From an optimization exercise on the open Yosys and OpenROAD flow, aimed at a short achievable clock period and few clock cycles per item; shortcuts taken in it are not production practice. In this exercise RTL edits were held to simulation tests only and were not proved equivalent to the original.

--- flow/config.mk ---
export PLATFORM = sky130hd
export DESIGN_NAME = fmd_deemph
export DESIGN_NICKNAME = fmd_deemph
export VERILOG_FILES = /design/flow/design.v
export SDC_FILE = /design/flow/constraint.sdc
export NUM_CORES = 4
export LEC_CHECK = 0
export CAP_MARGIN = 20
export CORE_MARGIN = 2
export CORE_UTILIZATION = 40
export SLEW_MARGIN = 20
--- flow/constraint.sdc ---
create_clock -name core_clock -period 50.0 [get_ports {clk}]
set_input_delay 10.0000 -clock core_clock [delete_from_list [all_inputs] [get_ports {clk}]]
set_output_delay 10.0000 -clock core_clock [all_outputs]
set_load 0.01 [all_outputs]
--- flow/design.v ---
module fmd_fmul_s1 (
    input  wire [63:0]  a,
    input  wire [63:0]  b,
    output wire [105:0] prod,
    output wire [11:0]  ksum,
    output wire         sy
);
    wire [10:0] ea = a[62:52];
    wire [10:0] eb = b[62:52];
    wire [52:0] ma = {(ea != 11'd0), a[51:0]};
    wire [52:0] mb = {(eb != 11'd0), b[51:0]};
    wire [11:0] ka = (ea == 11'd0) ? 12'd1 : {1'b0, ea};
    wire [11:0] kb = (eb == 11'd0) ? 12'd1 : {1'b0, eb};
    assign prod = ma * mb;
    assign ksum = ka + kb;
    assign sy   = a[63] ^ b[63];
endmodule
module fmd_fmul_s2 (
    input  wire [105:0] prod,
    input  wire [11:0]  ksum,
    input  wire         sy,
    output wire [63:0]  y
);
    reg [6:0] lz;
    integer i;
    always @(*) begin
        lz = 7'd106;
        for (i = 0; i < 106; i = i + 1)
            if (prod[i]) lz = 7'd105 - i[6:0];
    end
    wire [105:0] norm = prod << lz;
    wire signed [14:0] ex = $signed({3'b0, ksum}) - $signed({8'b0, lz}) - 15'sd1022;
    wire signed [14:0] dn  = 15'sd1 - ex;
    wire        subn = (ex < 15'sd1);
    wire [6:0]  dsh  = !subn ? 7'd0 : (dn > 15'sd107) ? 7'd107 : dn[6:0];
    wire [211:0] wide = {norm, 106'b0} >> dsh;
    wire [105:0] den  = wide[211:106];
    wire         lost = |wide[105:0];
    wire [52:0] mant  = den[105:53];
    wire        guard = den[52];
    wire        stick = (|den[51:0]) | lost;
    wire        inc   = guard & (stick | mant[0]);
    wire [10:0] efield = subn ? 11'd1 : ex[10:0];
    wire [62:0] pk = {efield - 11'd1, 52'b0} + {10'b0, mant};
    wire [62:0] rounded = pk + {62'b0, inc};
    wire        iszero = (prod == 106'd0);
    wire        ovf    = (ex > 15'sd2046);
    assign y = iszero ? {sy, 63'b0} :
               ovf    ? {sy, 11'h7FF, 52'b0} :
                        {sy, rounded};
endmodule
module fmd_fmul_lx (
    input  wire [52:0] mx,
    input  wire [5:0]  tzx,
    input  wire [63:0] y,
    output wire [63:0] p
);
    wire [10:0] ey = y[62:52];
    wire        nz = |ey;
    wire [52:0] my = {nz, y[51:0]};
    wire [105:0] prod = mx * my;
    reg [6:0] tzy;
    integer i;
    always @(*) begin
        tzy = 7'd64;
        for (i = 52; i >= 0; i = i - 1)
            if (my[i]) tzy = i[6:0];
    end
    wire [7:0] tzs = {2'b0, tzx} + {1'b0, tzy};
    wire st0 = (tzs < 8'd52);    
    wire st1 = (tzs < 8'd51);    
    wire        sh   = !prod[105] & (ey > 11'd1);
    wire [52:0] mant = sh ? prod[104:52] : prod[105:53];
    wire        g    = sh ? prod[51] : prod[52];
    wire        st   = sh ? st1 : st0;
    wire        inc  = g & (st | mant[0]);
    wire [10:0] ef   = sh ? (ey - 11'd2) : (nz ? ey - 11'd1 : 11'd0);
    wire [62:0] pk   = {ef, 52'b0} + {10'b0, mant} + {62'b0, inc};
    assign p = {y[63], pk};
endmodule
module fmd_fadd (
    input  wire [63:0] a,
    input  wire [63:0] b,
    output wire [63:0] y
);
    wire        swap = (b[62:0] > a[62:0]);
    wire [63:0] p = swap ? b : a;
    wire [63:0] q = swap ? a : b;
    wire        sp = p[63];
    wire        sq = q[63];
    wire [10:0] ep = p[62:52];
    wire [10:0] eq = q[62:52];
    wire [11:0] kp = (ep == 11'd0) ? 12'd1 : {1'b0, ep};
    wire [11:0] kq = (eq == 11'd0) ? 12'd1 : {1'b0, eq};
    wire [52:0] mp = {(ep != 11'd0), p[51:0]};
    wire [52:0] mq = {(eq != 11'd0), q[51:0]};
    wire [11:0] d   = kp - kq;
    wire [6:0]  dsh = (d > 12'd60) ? 7'd60 : d[6:0];
    wire [111:0] qw = {mq, 3'b0, 56'b0} >> dsh;
    wire [55:0] qa  = {qw[111:57], qw[56] | (|qw[55:0])};
    wire [55:0] pa  = {mp, 3'b0};
    wire        sub = sp ^ sq;
    wire [56:0] sum = sub ? ({1'b0, pa} - {1'b0, qa}) : ({1'b0, pa} + {1'b0, qa});
    wire [55:0] wc = {sum[56:2], sum[1] | sum[0]};
    wire [11:0] kc = kp + 12'd1;
    reg [6:0] lz;
    integer i;
    always @(*) begin
        lz = 7'd56;
        for (i = 0; i < 56; i = i + 1)
            if (sum[i]) lz = 7'd55 - i[6:0];
    end
    wire [11:0] lim = kp - 12'd1;
    wire [6:0]  lsh = ({5'b0, lz} > lim) ? lim[6:0] : lz;
    wire [55:0] wl  = sum[55:0] << lsh;
    wire [11:0] kl  = kp - {5'b0, lsh};
    wire [55:0] w = sum[56] ? wc : wl;
    wire [11:0] k = sum[56] ? kc : kl;
    wire        inc = w[2] & (w[1] | w[0] | w[3]);
    wire [62:0] pk  = {k[10:0] - 11'd1, 52'b0} + {10'b0, w[55:3]};
    wire [62:0] rounded = pk + {62'b0, inc};
    wire        iszero = (sum == 57'd0);
    wire        zsign  = sub ? 1'b0 : sp;
    assign y = iszero ? {zsign, 63'b0} : {sp, rounded};
endmodule
module fmd_deemph (
    input  wire        clk,
    input  wire        rst_n,
    input  wire        in_valid,
    output wire        in_ready,
    input  wire        in_first,
    input  wire [63:0] in_data,
    input  wire [63:0] coef_x,
    input  wire [63:0] coef_b0,
    output wire        out_valid,
    input  wire        out_ready,
    output wire [63:0] out_data
);
    localparam integer DEPTH = 8;
    reg         rdy_r;
    wire        acc = in_valid & rdy_r;
    wire        dlv = out_valid & out_ready;
    reg         v0, f0;
    reg  [63:0] u0, x0, b0_0;
    reg         v1, f1, s1;
    reg  [105:0] pr1;
    reg  [11:0] k1;
    reg  [63:0] x1;
    reg         v2, f2;
    reg  [63:0] p1_2;
    reg  [52:0] mx2;
    reg  [5:0]  tzx2;
    reg  [63:0] y_r;
    wire [105:0] pr1_w;
    wire [11:0]  k1_w;
    wire         s1_w;
    wire [63:0]  p1_w;
    fmd_fmul_s1 u_m1a (.a(b0_0), .b(u0), .prod(pr1_w), .ksum(k1_w), .sy(s1_w));
    fmd_fmul_s2 u_m1b (.prod(pr1), .ksum(k1), .sy(s1), .y(p1_w));
    reg [5:0] tzx1;
    integer i;
    always @(*) begin
        tzx1 = 6'd52;                       
        for (i = 51; i >= 0; i = i - 1)
            if (x1[i]) tzx1 = i[5:0];
    end
    wire [63:0] yprev = f2 ? 64'd0 : y_r;
    wire [63:0] p2_w;
    wire [63:0] y_w;
    fmd_fmul_lx u_m2 (.mx(mx2), .tzx(tzx2), .y(yprev), .p(p2_w));
    fmd_fadd    u_add (.a(p1_2), .b(p2_w), .y(y_w));
    reg [63:0] fifo [0:DEPTH-1];
    reg [2:0]  wp, rp;
    reg [3:0]  cnt;         
    reg [3:0]  fc;          
    reg        ov_r;        
    assign in_ready  = rdy_r;
    assign out_valid = ov_r;
    assign out_data  = fifo[rp];
    wire [3:0] cnt_n = cnt + {3'b0, acc} - {3'b0, dlv};
    wire [3:0] fo_n  = fc + {3'b0, v2} - {3'b0, dlv};
    always @(posedge clk) begin
        if (acc) begin
            u0 <= in_data;
            f0 <= in_first;
            if (in_first) begin
                x0   <= coef_x;
                b0_0 <= coef_b0;
            end
        end
        pr1  <= pr1_w;
        k1   <= k1_w;
        s1   <= s1_w;
        f1   <= f0;
        x1   <= x0;
        p1_2 <= p1_w;
        f2   <= f1;
        mx2  <= {1'b1, x1[51:0]};
        tzx2 <= tzx1;
        if (v2) begin
            y_r <= y_w;
            fifo[wp] <= y_w;
        end
    end
    always @(posedge clk) begin
        if (!rst_n) begin
            rdy_r <= 1'b1;
            v0 <= 1'b0; v1 <= 1'b0; v2 <= 1'b0;
            wp <= 3'd0; rp <= 3'd0;
            cnt <= 4'd0;
            fc <= 4'd0;
            ov_r <= 1'b0;
        end else begin
            v0 <= acc;
            v1 <= v0;
            v2 <= v1;
            if (v2)  wp <= wp + 3'd1;
            if (dlv) rp <= rp + 3'd1;
            cnt   <= cnt_n;
            fc    <= fo_n;
            rdy_r <= (cnt_n < DEPTH);
            ov_r  <= (fo_n != 4'd0);
        end
    end
endmodule
--- flow/run.sh ---
#!/bin/bash
# synth_recipe.tcl (not shown) runs the flow's synth.tcl, then flattens the netlist and writes it again
# the make line also repeats each setting of config.mk as NAME=value (left out here)
make -C /OpenROAD-flow-scripts/flow DESIGN_CONFIG=/design/flow/config.mk WORK_HOME=/design/flow/orfs CLKGATE_MAP_FILE= SYNTH_SCRIPT=/design/flow/synth_recipe.tcl finish
==> metrics.yaml <==
outcome: "finished clean"
grt_overflow_total: 0
initial_core_util: 0.4012
ys.flop_type: "edfxtp_1"
cp_top_family: "compound AO/OA/AOI/OAI gates"
numCtsBuffers: 135
syn_inst: 28710
yosys.area_share.simple: 0.1699
synth_mux_area_frac: 0.03379
finalCritPeriodShare: 0.8904
antenna_found_initial: 41
clockBufferDepth: 4
crit_top_cell: "a21oi_1"
setup_viol: 0
ys_warn_count: 4
place_congestion: 1.022
grt_max_degree: 124
grt_use_total: 0.2953
setup.worst_path.start_class: "flop"
fin_skew_ps: 104.0
ioPinCount: 263
worst_pin_slew_ps: 1361
drt_iter0_drc: 18460
synth_edf_count: 757
reg2regPathDepth: 140
syn-num-nets: 35320
die_area_um2: 640400
fmax_mhz: 22.46
synth_adder_area_share: 0.4708
worst-path-stages: 140
dp_hpwl_mm: 733.8
area_delta_synth_final_pct: 6.065
cts.sinks: 1074
ys_seq_area_frac: 0.1147
h-tree-depth: 4
firstDrtPassIters: 12
cts-resized-gates: 0
portBuffers: 250
place_inst: 35960
fin_nets: 34330
critPathKind: "reg2reg"
cts_hold_buffers: 0
slew_violations: 0
synth_cell_types: 139
num_vias: 207000
min_to: "x1[44]"
async_flop_share: 0
crit_buf_inv: 18
die_y_um: 800.2
setup-tns-final_ps: 0
ant_nets: 0
rsz0062_at_grt: "false"
cp.arrival_ps: 45030
slew_headroom: 0.08673
routed_wl_mm: 944.1
vias_per_cell: 5.717
grt_pass1_vias: 219100
worst_hold_startpoint: "x0[44]"
netlist_area_um2: 253600
coreArea_um2: 632100
synth_xor_area_frac: 0.01520
required_ps: 50510
hold_viol: 0
path_clk_slew_ps: 100
rows: 292
clk_latency_ps: 900
drv_cap: 0
critPathMaxFanout: 85
hold_class: "reg2reg"
fin_cells: 36220
synth_top_family_by_area: "adder cells"
r2r_end: "y_r[51]"
die_w_um: 800.2
crit_slowest_cell: "o21ai_0"
worstSetupEndpointType: "flop"
post_cts_buffers: 0
rrSetupSlack_ps: 5480
synth-compound-area-share: 0.09043
crit_start: "f2"
max_stage_delay_ps: 970
avgSynthCellArea_um2: 8.833
fin_crit_ps: 44520
drc: 0
grt_pass1_wl_mm: 1420
clockRootBuffer: "clkbuf_16"
ys_ff_latch: 1074
holdPathStages: 0
drive_gt1_frac: 0.05249
cts_tree: "done"
reg2reg_from: "f2"
wire_per_inst_um: 26.07
==> per-layer routing <==
metal,vias to the layer above,share of wire,track usage
met3,2437,0.087,0.06029
met2,9914,0.46,0.4781
met4,16,0.067,0.1626
met1,106600,0.39,0.3709
met5,-,0.00011,0
li1,88040,-,-
==> final cells by class <==
cell class | instances | area, um^2
diodes | 23 | 57.56
clock buffers | 160 | 3566
clock inverters | 76 | 947.2
fillers | 62270 | 363100
inverters | 5087 | 19100
multi-input cells | 20610 | 198800
flip-flops and latches | 1074 | 29170
well taps | 8379 | 10480
repair buffers | 811 | 6814
==> stage by stage <==
stage	hold WS [ps]	setup slack, ps	util	area [um^2]
finish	322.9	5482	0.4255	269000
global route	342.1	3402	0.4255	268900
CTS	330.6	6525	0.4253	268800
detailed placement	326.8	6703	0.4182	264300
global placement	320.7	7124	0.4181	264300
floorplan	309.6	14480	-	253600
==> synthesized netlist by cell type, types with 174 or more instances <==
| library cell | number | area share |
|---|---|---|
| a21oi_1 | 814 | 0.016 |
| nor3_1 | 393 | 0.0078 |
| inv_1 | 5080 | 0.075 |
| nand2_1 | 5622 | 0.083 |
| fa_1 | 5207 | 0.41 |
| o211ai_1 | 174 | 0.0052 |
| nand3_1 | 554 | 0.011 |
| xnor2_1 | 280 | 0.0097 |
| nor2_1 | 1122 | 0.017 |
| o21ai_0 | 670 | 0.013 |
| clkbuf_1 | 1677 | 0.025 |
| ha_1 | 1211 | 0.060 |
| and2_1 | 1027 | 0.025 |
| a211oi_1 | 218 | 0.0065 |
| edfxtp_1 | 757 | 0.090 |
| a21o_1 | 193 | 0.0057 |
| dfxtp_1 | 317 | 0.025 |
| mux2i_1 | 342 | 0.013 |
==> worst register-to-register path: cells and delay by family, from the launching register on <==
kind                       cells  cell delay [ps]
AOI/OAI and AO/OA             63            17780
xor gates and xnor gates       4             1720
adders and majority gates     16             6670
buffers and inverters         18             5110
DFF                            1              820
muxes                          1              220
and+or+nand+nor               38            11840
==> state kept, by name (all words and copies together) (netlist names), 6 cells and up, named ones only <==
register	count
fifo	512
pr1	106
b0_0	64
p1_2	64
u0	64
y_r	64
mx2	52
x0	52
x1	52
k1	12
tzx2	6
==> cells by family after synthesis <==
| group | after synthesis |
|---|---|
| AOI/OAI and AO/OA | 3421 |
| xor gates and xnor gates | 436 |
| adders and majority gates | 6419 |
| buffers and inverters | 7028 |
| DFF | 1074 |
| muxes | 637 |
| and+or+nand+nor | 9693 |
==> layout by cell type, fill, tap and decap left out, types with 341 or more instances in the layout <==
cell type / Yosys / layout
nand2_1: 5622 / 5619
fa_1: 5207 / 5207
inv_1: 5080 / 5074
ha_1: 1211 / 1208
nor2_1: 1122 / 1098
and2_1: 1027 / 1026
a21oi_1: 814 / 806
edfxtp_1: 757 / 757
o21ai_0: 670 / 653
buf_4: 18 / 552
nand3_1: 554 / 550
nor3_1: 393 / 384
mux2i_1: 342 / 341
==> how the worst max path moves through the flow <==
stage / slack, ps / end
6_report: 5480 / y_r[51]
2_1_floorplan: 14480 / fifo[0][61]
4_1_cts: 6530 / fifo[5][45]
5_1_grt: 3400 / y_r[51]
3_3_place_gp: 7120 / fifo[0][57]
3_5_place_dp: 6700 / y_r[45]
Testbench counts, summed over its fixed seeds: cycles 12,336, items 12,288.

[afterwards: timing with drivers on the ports]
No port has a modelled driver above. Below, the same layout with a new extraction and two added sets of constraints. Step 1 sets driving cells, clkbuf_16 on the clock port and buf_2 on the other inputs (assumed; they add their load-dependent delay and slew). Step 2 also shifts input and output timing later by t, the mid clock arrival at the registers, as if the neighbouring blocks saw the same clock. Slacks: no drivers / after step 1 / after step 2; pairs: no drivers / after step 1.
t, ns: 0.992
setup WS [ns]: 5.482 / 5.482 / 5.482
pins driven straight from the clock port: 1
After both steps this run still meets setup and hold. For this run, drivers alone change the setup slack by 0.000 ns; drivers and shift together by 0.000 ns.
